Context: an optimization exercise on an open-source flow, tuned for a short achievable clock period and few clock cycles. The choices shown serve that exercise and are no tape-out recipe. In this exercise RTL edits were held to simulation tests only and were not proved equivalent to the original. No activity file was given, so power comes from the tool's default toggle rates.

$ cat flow/design.v
module simple_cpu (
    input  wire               clk,
    input  wire               rst,           
    input  wire               start,         
    input  wire               ld_valid,      
    input  wire signed [15:0] ld_word,
    input  wire               ld_fail,       
    input  wire        [1:0]  ld_fail_code,  
    input  wire               ld_done,       
    output wire               in_ready,
    input  wire               in_valid,
    input  wire signed [15:0] in_word,
    input  wire               in_bad,        
    output wire               out_valid,
    output wire        [1:0]  out_kind,
    output wire signed [14:0] out_word,
    output wire        [2:0]  phase,
    output wire        [3:0]  cause,
    output wire signed [27:0] acc,
    output wire        [6:0]  ic,
    output wire signed [14:0] ir,
    output wire signed [7:0]  opc,
    output wire signed [7:0]  opd,
    input  wire        [6:0]  dbg_addr,
    output wire signed [14:0] dbg_data
);
    localparam [2:0] PH_IDLE    = 3'd0,
                     PH_LOADING = 3'd1,
                     PH_RUNNING = 3'd2,
                     PH_HALTED  = 3'd3,
                     PH_ERROR   = 3'd4;
    localparam [3:0] C_NONE         = 4'd0,
                     C_TOO_MANY     = 4'd4,
                     C_BAD_TOKEN    = 4'd3,
                     C_ACC_OVERFLOW = 4'd5,
                     C_DIV_ZERO     = 4'd6,
                     C_UNKNOWN_OP   = 4'd7,
                     C_MOD_ZERO     = 4'd8,
                     C_IC_RANGE     = 4'd9;
    localparam [1:0] EV_PROMPT = 2'd1,
                     EV_REJECT = 2'd2,
                     EV_VALUE  = 2'd3;
    localparam [2:0] S_EXEC  = 3'd0,    
                     S_READW = 3'd1,    
                     S_REJ   = 3'd2,    
                     S_DIV   = 3'd3,    
                     S_MUL   = 3'd4;    
    localparam OP_READ = 0, OP_WRITE = 1, OP_LOAD = 2, OP_STORE = 3,
               OP_ADD = 4, OP_SUB = 5, OP_DIV = 6, OP_MUL = 7, OP_MOD = 8,
               OP_BR = 9, OP_BRN = 10, OP_BRZ = 11, OP_HALT = 12;
    function [19:0] decode;
        input [14:0] w;
        reg   [12:0] h;
        reg   [6:0]  a;
        begin
            h = 13'd0;
            a = 7'd0;
            if (!w[14]) begin
                if (w >= 15'd1000 && w <= 15'd1099) begin h[OP_READ]  = 1'b1; a = w[6:0] - 7'd104; end
                if (w >= 15'd1100 && w <= 15'd1199) begin h[OP_WRITE] = 1'b1; a = w[6:0] - 7'd76;  end
                if (w >= 15'd2000 && w <= 15'd2099) begin h[OP_LOAD]  = 1'b1; a = w[6:0] - 7'd80;  end
                if (w >= 15'd2100 && w <= 15'd2199) begin h[OP_STORE] = 1'b1; a = w[6:0] - 7'd52;  end
                if (w >= 15'd3000 && w <= 15'd3099) begin h[OP_ADD]   = 1'b1; a = w[6:0] - 7'd56;  end
                if (w >= 15'd3100 && w <= 15'd3199) begin h[OP_SUB]   = 1'b1; a = w[6:0] - 7'd28;  end
                if (w >= 15'd3200 && w <= 15'd3299) begin h[OP_DIV]   = 1'b1; a = w[6:0] - 7'd0;   end
                if (w >= 15'd3300 && w <= 15'd3399) begin h[OP_MUL]   = 1'b1; a = w[6:0] - 7'd100; end
                if (w >= 15'd3400 && w <= 15'd3499) begin h[OP_MOD]   = 1'b1; a = w[6:0] - 7'd72;  end
                if (w >= 15'd4000 && w <= 15'd4099) begin h[OP_BR]    = 1'b1; a = w[6:0] - 7'd32;  end
                if (w >= 15'd4100 && w <= 15'd4199) begin h[OP_BRN]  = 1'b1; a = w[6:0] - 7'd4;   end
                if (w >= 15'd4200 && w <= 15'd4299) begin h[OP_BRZ]  = 1'b1; a = w[6:0] - 7'd104; end
                if (w >= 15'd4300 && w <= 15'd4399) begin h[OP_HALT] = 1'b1; a = w[6:0] - 7'd76;  end
            end
            decode = {h, a};
        end
    endfunction
    reg signed [14:0] mem [0:99];
    reg signed [27:0] acc_r;
    reg        [6:0]  ic_r;
    reg        [6:0]  icn_r;       
    reg signed [14:0] ir_r;
    reg        [12:0] op;          
    reg        [6:0]  ad_r;        
    reg               oob_r;       
    reg        [2:0]  phase_r;
    reg        [3:0]  cause_r;
    reg        [2:0]  st;
    reg        [6:0]  ld_ptr;
    reg signed [7:0]  opc_r;
    reg signed [7:0]  opd_r;
    localparam integer DK = 7;             
    reg        [13:0] dv_a;                
    reg        [13:0] dv_b;                
    reg        [13:0] dv_q;
    reg        [13:0] dv_r;
    reg               dv_qneg, dv_rneg, dv_mod;
    reg        [1:0]  dv_cnt;
    wire running = (phase_r == PH_RUNNING);
    wire signed [14:0] opv    = mem[ad_r];
    wire signed [15:0] acc16  = acc_r[15:0];
    wire signed [15:0] opv16  = opv;
    wire signed [15:0] sum    = acc16 + opv16;
    wire signed [15:0] dif    = acc16 - opv16;
    wire signed [27:0] prod   = $signed(acc_r[14:0]) * opv;
    wire        sum_ok  = (sum  >= -16'sd9999) && (sum  <= 16'sd9999);
    wire        dif_ok  = (dif  >= -16'sd9999) && (dif  <= 16'sd9999);
    wire        prod_ok = (prod >= -28'sd9999) && (prod <= 28'sd9999);
    reg  signed [27:0] prod_r;
    wire        prodr_ok = (prod_r >= -28'sd9999) && (prod_r <= 28'sd9999);
    wire        acc_neg  = acc_r[27];
    wire        acc_zero = (acc_r == 28'sd0);
    wire        opv_zero = (opv == 15'sd0);
    wire        in_accept = !in_bad && (in_word >= -16'sd9999) && (in_word <= 16'sd9999);
    wire        ld_ok     = (ld_word >= -16'sd9999) && (ld_word <= 16'sd9999);
    wire        exec = running && (st == S_EXEC) && !oob_r;
    wire        rd_wait = running && ((st == S_EXEC && !oob_r && op[OP_READ]) || st == S_READW);
    wire        rd_take = rd_wait && in_valid;
    wire        rd_acc  = rd_take && in_accept;
    reg  [13:0] dn_q, dn_r, dn_a;
    reg  [14:0] dn_t;
    integer k;
    always @* begin
        dn_q = dv_q; dn_r = dv_r; dn_a = dv_a;
        for (k = 0; k < DK; k = k + 1) begin
            dn_t = {dn_r, dn_a[13]};
            dn_a = {dn_a[12:0], 1'b0};
            if (dn_t >= {1'b0, dv_b}) begin
                dn_r = dn_t - {1'b0, dv_b};
                dn_q = {dn_q[12:0], 1'b1};
            end else begin
                dn_r = dn_t[13:0];
                dn_q = {dn_q[12:0], 1'b0};
            end
        end
    end
    wire        dv_last = (dv_cnt == 2'd1);
    wire signed [27:0] dv_res = dv_mod ? (dv_rneg ? -$signed({14'd0, dn_r}) : $signed({14'd0, dn_r}))
                                       : (dv_qneg ? -$signed({14'd0, dn_q}) : $signed({14'd0, dn_q}));
    wire [13:0] opv_mag = opv[14]   ? -opv[13:0]   : opv[13:0];
    wire [13:0] acc_mag = acc_r[27] ? -acc_r[13:0] : acc_r[13:0];
    reg         done;
    always @* begin
        done = 1'b0;
        if (running) begin
            case (st)
            S_EXEC:  if (!oob_r)
                         done = op[OP_READ]  ? (in_valid && in_accept) :
                                op[OP_ADD]   ? sum_ok :
                                op[OP_SUB]   ? dif_ok :
                                (op[OP_WRITE] | op[OP_LOAD] | op[OP_STORE] |
                                 op[OP_BR] | op[OP_BRN] | op[OP_BRZ]);
            S_READW: done = in_valid && in_accept;
            S_DIV:   done = dv_last;
            S_MUL:   done = prodr_ok;
            default: done = 1'b0;
            endcase
        end
    end
    wire        taken   = op[OP_BR] | (op[OP_BRN] & acc_neg) | (op[OP_BRZ] & acc_zero);
    wire [6:0]  nic     = taken ? ad_r : icn_r;
    wire [6:0]  nicn    = taken ? ad_r + 7'd1 : icn_r + 7'd1;
    wire        n_oob   = !taken && (icn_r == 7'd100);
    wire        wr_st   = exec && op[OP_STORE];
    wire        fwd     = (wr_st || rd_acc) && (ad_r == icn_r);
    wire [14:0] fwd_w   = op[OP_STORE] ? acc_r[14:0] : in_word[14:0];
    wire [14:0] seq_w   = mem[icn_r];
    wire [14:0] fetch_w = (phase_r == PH_LOADING) ? mem[0] :
                          taken ? opv : (fwd ? fwd_w : seq_w);
    wire [19:0] fdec    = decode(fetch_w);
    wire        ld_wr  = (phase_r == PH_LOADING) && !ld_fail && ld_valid && ld_ok && (ld_ptr != 7'd100);
    wire        mem_we = ld_wr || wr_st || rd_acc;
    wire [6:0]  mem_wa = (phase_r == PH_LOADING) ? ld_ptr : ad_r;
    wire [14:0] mem_wd = (phase_r == PH_LOADING) ? ld_word[14:0] :
                         op[OP_STORE] ? acc_r[14:0] : in_word[14:0];
    integer i;
    always @(posedge clk) begin
        if (rst) begin
            for (i = 0; i < 100; i = i + 1)
                mem[i] <= 15'sd0;
        end else if (mem_we) begin
            mem[mem_wa] <= mem_wd;
        end
    end
    wire [14:0] ir_mag = ir_r[14] ? -ir_r : ir_r;
    wire [29:0] ir_q30 = ir_mag * 15'd5243;
    wire [7:0]  ir_q   = ir_q30[26:19];
    wire [7:0]  ir_m   = ir_mag[7:0] - ir_q * 8'd100;
    always @(posedge clk) begin
        if (rst) begin
            acc_r   <= 28'sd0;
            ic_r    <= 7'd0;
            icn_r   <= 7'd1;
            ir_r    <= 15'sd0;
            op      <= 13'd0;
            ad_r    <= 7'd0;
            oob_r   <= 1'b0;
            phase_r <= PH_IDLE;
            cause_r <= C_NONE;
            st      <= S_EXEC;
            ld_ptr  <= 7'd0;
            opc_r   <= 8'sd0;
            opd_r   <= 8'sd0;
            prod_r  <= 28'sd0;
            dv_a    <= 14'd0;
            dv_b    <= 14'd0;
            dv_q    <= 14'd0;
            dv_r    <= 14'd0;
            dv_qneg <= 1'b0;
            dv_rneg <= 1'b0;
            dv_mod  <= 1'b0;
            dv_cnt  <= 2'd0;
        end else begin
            opc_r <= ir_r[14] ? -ir_q : ir_q;
            opd_r <= ir_r[14] ? -ir_m : ir_m;
            case (phase_r)
            PH_IDLE: begin
                if (start)
                    phase_r <= PH_LOADING;
            end
            PH_LOADING: begin
                if (ld_fail) begin
                    cause_r <= {2'b00, ld_fail_code};
                    phase_r <= PH_ERROR;
                end else if (ld_valid) begin
                    if (!ld_ok) begin
                        cause_r <= C_BAD_TOKEN;
                        phase_r <= PH_ERROR;
                    end else if (ld_ptr == 7'd100) begin
                        cause_r <= C_TOO_MANY;
                        phase_r <= PH_ERROR;
                    end else begin
                        ld_ptr <= ld_ptr + 7'd1;
                    end
                end else if (ld_done) begin
                    phase_r <= PH_RUNNING;
                    st      <= S_EXEC;
                    ic_r    <= 7'd0;
                    icn_r   <= 7'd1;
                    oob_r   <= 1'b0;
                    ir_r    <= fetch_w;
                    op      <= fdec[19:7];
                    ad_r    <= fdec[6:0];
                end
            end
            PH_RUNNING: begin
                if (done) begin
                    st    <= S_EXEC;
                    ic_r  <= nic;
                    icn_r <= nicn;
                    oob_r <= n_oob;
                    if (!n_oob) begin
                        ir_r <= fetch_w;
                        op   <= fdec[19:7];
                        ad_r <= fdec[6:0];
                    end
                end
                case (st)
                S_EXEC: begin
                    if (oob_r) begin
                        cause_r <= C_IC_RANGE;
                        phase_r <= PH_ERROR;
                    end else begin
                        if (op[OP_LOAD])
                            acc_r <= opv;
                        if (op[OP_ADD]) begin
                            acc_r <= sum;
                            if (!sum_ok) begin
                                cause_r <= C_ACC_OVERFLOW;
                                phase_r <= PH_ERROR;
                            end
                        end
                        if (op[OP_SUB]) begin
                            acc_r <= dif;
                            if (!dif_ok) begin
                                cause_r <= C_ACC_OVERFLOW;
                                phase_r <= PH_ERROR;
                            end
                        end
                        if (op[OP_MUL]) begin
                            prod_r <= prod;
                            st     <= S_MUL;
                        end
                        if (op[OP_DIV] | op[OP_MOD]) begin
                            if (opv_zero) begin
                                cause_r <= op[OP_DIV] ? C_DIV_ZERO : C_MOD_ZERO;
                                phase_r <= PH_ERROR;
                            end else begin
                                dv_a    <= acc_mag;
                                dv_b    <= opv_mag;
                                dv_q    <= 14'd0;
                                dv_r    <= 14'd0;
                                dv_qneg <= acc_r[27] ^ opv[14];
                                dv_rneg <= acc_r[27];
                                dv_mod  <= op[OP_MOD];
                                dv_cnt  <= 2'd2;
                                st      <= S_DIV;
                            end
                        end
                        if (op[OP_READ] && in_valid && !in_accept)
                            st <= S_REJ;
                        if (op[OP_READ] && !in_valid)
                            st <= S_READW;
                        if (op[OP_HALT])
                            phase_r <= PH_HALTED;
                        if (op == 13'd0) begin
                            cause_r <= C_UNKNOWN_OP;
                            phase_r <= PH_ERROR;
                        end
                    end
                end
                S_READW: begin
                    if (in_valid && !in_accept)
                        st <= S_REJ;
                end
                S_REJ: begin
                    st <= S_EXEC;
                end
                S_DIV: begin
                    dv_a   <= dn_a;
                    dv_q   <= dn_q;
                    dv_r   <= dn_r;
                    dv_cnt <= dv_cnt - 2'd1;
                    if (dv_last)
                        acc_r <= dv_res;
                end
                S_MUL: begin
                    acc_r <= prod_r;
                    if (!prodr_ok) begin
                        cause_r <= C_ACC_OVERFLOW;
                        phase_r <= PH_ERROR;
                    end
                end
                default: ;
                endcase
            end
            default: ;
            endcase
        end
    end
    assign in_ready  = rd_wait;
    assign out_valid = running && ((st == S_EXEC && !oob_r && (op[OP_READ] | op[OP_WRITE])) || st == S_REJ);
    assign out_kind  = (st == S_REJ) ? EV_REJECT : op[OP_READ] ? EV_PROMPT : EV_VALUE;
    assign out_word  = opv;
    assign phase     = phase_r;
    assign cause     = cause_r;
    assign acc       = acc_r;
    assign ic        = ic_r;
    assign ir        = ir_r;
    assign opc       = opc_r;
    assign opd       = opd_r;
    assign dbg_data  = (dbg_addr < 7'd100) ? mem[dbg_addr] : 15'sd0;
endmodule
$ cat flow/run.sh
#!/bin/bash
# synth_recipe.tcl (not shown) runs the flow's synth.tcl, then flattens the netlist and writes it again
# the make line also repeats each setting of config.mk as NAME=value (left out here)
make -C /OpenROAD-flow-scripts/flow DESIGN_CONFIG=/design/flow/config.mk WORK_HOME=/design/flow/orfs CLKGATE_MAP_FILE= SYNTH_SCRIPT=/design/flow/synth_recipe.tcl finish
$ cat flow/config.mk
export PLATFORM = sky130hd
export DESIGN_NAME = simple_cpu
export DESIGN_NICKNAME = simple_cpu
export VERILOG_FILES = /design/flow/design.v
export SDC_FILE = /design/flow/constraint.sdc
export NUM_CORES = 4
export LEC_CHECK = 0
export CAP_MARGIN = 40
export CORE_MARGIN = 2
export CORE_UTILIZATION = 30
export PLACE_DENSITY = 0.5
export SLEW_MARGIN = 30
$ cat flow/constraint.sdc
create_clock -name core_clock -period 18.0 [get_ports {clk}]
set_input_delay 3.6000 -clock core_clock [delete_from_list [all_inputs] [get_ports {clk}]]
set_output_delay 3.6000 -clock core_clock [all_outputs]
set_load 0.01 [all_outputs]
==> results.cfg <==
[logic_synthesis]
syn_area_per_cell_um2 = 12.6
post-synth-top-area-cell = edfxtp_1
synth_edf_count = 1920
ys_warn_count = 1
synthTopCellsByArea = edfxtp_1, mux4_2, nor2_1
ys.flop_type = edfxtp_1
syn_inst = 11200
post_synth_instance_area_um2 = 141000
yosysSeqAreaShare_pct = 43.8
ys_types = 111
syn-num-nets = 11900
postSynthRegisterBits = 2127
synth-async-reset-ratio_pct = 0
synth_top_area_share_pct = 40.9

[power_and_ir_drop]
leakagePower_uw = 0.0585
power_density_nw_per_um2 = 94.8
ir_worst_vdd_v = 0.000158

[floorplan]
die-area_um2 = 475000
num_io_pins = 156
die_w_um = 689
rows = 251
die_height_um = 689
core_um2 = 468000
start_util_pct = 30.1

[finish]
drive_above_1_share_pct = 26.1
regArea_um2 = 61900
area_growth_pct = 15.5
fill_cells = 45400
layout.cells.non_filler = 17800
multi_input_area_um2 = 75200
fin_nets = 12100
final_cell_mix = edfxtp_1, nor2_1, mux4_2
final_common_cell = edfxtp_1

[clock_tree]
cts_max_path_buffers = 4
clockRootBuffer = clkbuf_16
clock_sink_count = 2127
htreeDepth = 4
insertion_delay_ps = 1000
holdBufCountCts = 0
cts_tree = done
cts_made_buffers = 239
clk_pin_slew_ps = 60

[critical_path]
cp-start-kind = flop
cp.required_ps = 18790
regToRegStartpoint = dv_b[1]
crit_top_cell = nor2b_4
r2r_end = acc_r[17]
end_kind = flop
critPathMaxStageDelay_ps = 550
cpMaxStageDelayCell = or4_4
reg2reg_depth = 78
critPathMaxFanout = 7
crit_type = flop to flop
arrival_ps = 18310
reg2reg_setup_slack_ps = 480

[drt]
dr.pass1.iters = 7
totalWireLength_um = 645000
drc = 0
dr_total_vias = 109000
drtIter0Drc = 16700
ant_nets = 0
avgViaCountPerCell = 6.11
post_drt_wl_per_cell_um = 36.2

[status]
status = timing/DRC/antenna clean

[placement]
dp_cells = 17300
gp_congestion = 1.02
dpl.hpwl_um = 456000
io_buffers = 155

[worst_hold_path]
worstHoldPathCells = 2
whs_endpoint = dv_b[10]
hold_start = dv_b[10]
worstHoldPathType = flop to flop

[timing]
slew_viol_final = 0
setup_tns_ps = 0
setup_violations = 0
tightest_slew_ps = 1150
fin_crit_sh_pct = 97.4
timing.fmax_mhz = 57.1
hold_violations = 0
finClkSkew_ps = 92.5
finalCriticalPeriod_ps = 17520
whs_ps = 452
rsz0062_at_grt = true
relSlewSlack_pct = 23.7

[global_route]
grt_pass1_vias = 103000
globalRouteOverflowTotal = 0
grtUsageTotal_pct = 26.4
grt_pass1_wl_um = 877000
grt_max_degree = 124
antenna_found_initial = 57

[job]
drv_cap = 0
## worst max-delay path by stage
stage | slack (ps) | to | cells past startpoint | start
floorplan | 30 | acc_r[26] | 89 | dv_b[1]
global placement | -430 | acc_r[25] | 80 | dv_b[1]
detailed placement | -560 | acc_r[17] | 80 | dv_b[12]
CTS | 40 | acc_r[17] | 80 | dv_b[1]
global route | -220 | acc_r[17] | 78 | dv_b[1]
finish | 480 | acc_r[17] | 78 | dv_b[1]
## cells in the mapped netlist, drive strengths merged, types with 72 or more instances
cell type / instances
buf: 308
dfxtp: 207
clkbuf: 633
nor2: 1933
a22oi: 159
a31oi: 77
a211oi: 72
nor2b: 82
a21oi: 322
nand2b: 165
nor3: 104
mux2: 88
fa: 288
nand2: 714
inv: 493
o21ai: 222
mux4: 1443
a22o: 73
nand3: 131
xnor2: 159
ha: 343
mux2i: 222
edfxtp: 1920
## cell type report
cell class | instances | area share [%]
diodes | 38 | 0.0584
clock buffers | 283 | 3.82
clock inverters | 162 | 1.22
inverters | 497 | 1.15
repair buffers | 924 | 4.86
multi-input cells | 7607 | 46.1
flip-flops and latches | 2127 | 38.0
well taps | 6198 | 4.76
## registers in the layout, summed over array words and instances, names as in the netlist, 13 cells and up, named ones only
| signal | count |
|---|---|
| dv_a | 14 |
| mem | 1920 |
| prod_r | 28 |
| ir_r | 15 |
| dv_b | 14 |
| dv_r | 14 |
| op | 13 |
| acc_r | 28 |
## routing by layer
metal	vias up	wire, um	GRT usage [%]
met3	1492	87900	9.48
met5	-	809	0.636
met1	56500	240000	34.2
met2	7763	274000	38.7
met4	34	41500	14.0
li1	43200	-	-
## power by group
part	internal, uW	switching [uW]	leakage, uW
logic	1520	2890	0.0336
clock network	3070	2250	0.00398
registers	5600	120	0.0209
## metrics by stage
step	util (%)	area, um2	setup slack, ps	power, uW
final	34.8	163000	477	15400
after global routing	34.8	163000	-223	15900
after CTS	34.4	161000	39.0	15100
after detailed placement	32.6	153000	-558	9840
after global placement	32.4	152000	-430	9800
after floorplan	-	141000	29.6	8170
## worst max-delay path: cells and delay by family (launching register included)
| family | cells | cell delay, ps |
|---|---|---|
| flip-flops | 1 | 360 |
| buffers and inverters | 6 | 790 |
| AO/OA/AOI/OAI | 38 | 8670 |
| adder cells (fa/ha/maj) | 7 | 1680 |
| multiplexers | 6 | 1760 |
| AND/OR/NAND/NOR | 21 | 4070 |
## kinds of logic (layout without fill, tap and decap cells)
kind of cell               Yosys count  count (layout)  share of synthesized area, %
xor gates and xnor gates           225             225                          1.40
buffers and inverters             1438            1866                          4.14
other                                0              38                             0
DFF                               2127            2127                          43.8
adders and majority gates          631             631                          7.13
AOI/OAI and AO/OA                 1518            1519                          7.48
and+or+nand+nor                   3479            3479                          10.7
muxes                             1753            1753                          25.3
## timing repair
item / 4_1_cts / 5_1_grt
gates cloned: 0 / 1
resized for setup: 13 / 200
pin swaps: 3 / 88
setup endpoints to repair: 26 / 42
setup buffers: 3 / 65
Testbench counts, summed over its fixed seeds: cycles 61,546.

static timing again, ports no longer ideal:
The results above use ideal ports. As a check the final layout listed here was re-extracted and re-timed, cells and wires unchanged.
Step 1 assumes that a clkbuf_16 drives the clock port and a buf_2 every other input.
Step 2 times the ports against the registers' clock, not the clock port: input delays grow and output delays shrink by t, the midpoint of the rising clock arrivals with the driver on.
a / b / c = ideal ports / drivers / drivers and shift; a / b = the first two.
shift t [ns]: 1.063
slack for setup (ns): 0.477 / 0.477 / 0.477
worst data-port slew with drivers (ns): 0.24
After both steps this run still meets setup and hold. For this run, drivers alone change the setup slack by 0.000 ns; drivers and shift together by 0.000 ns.
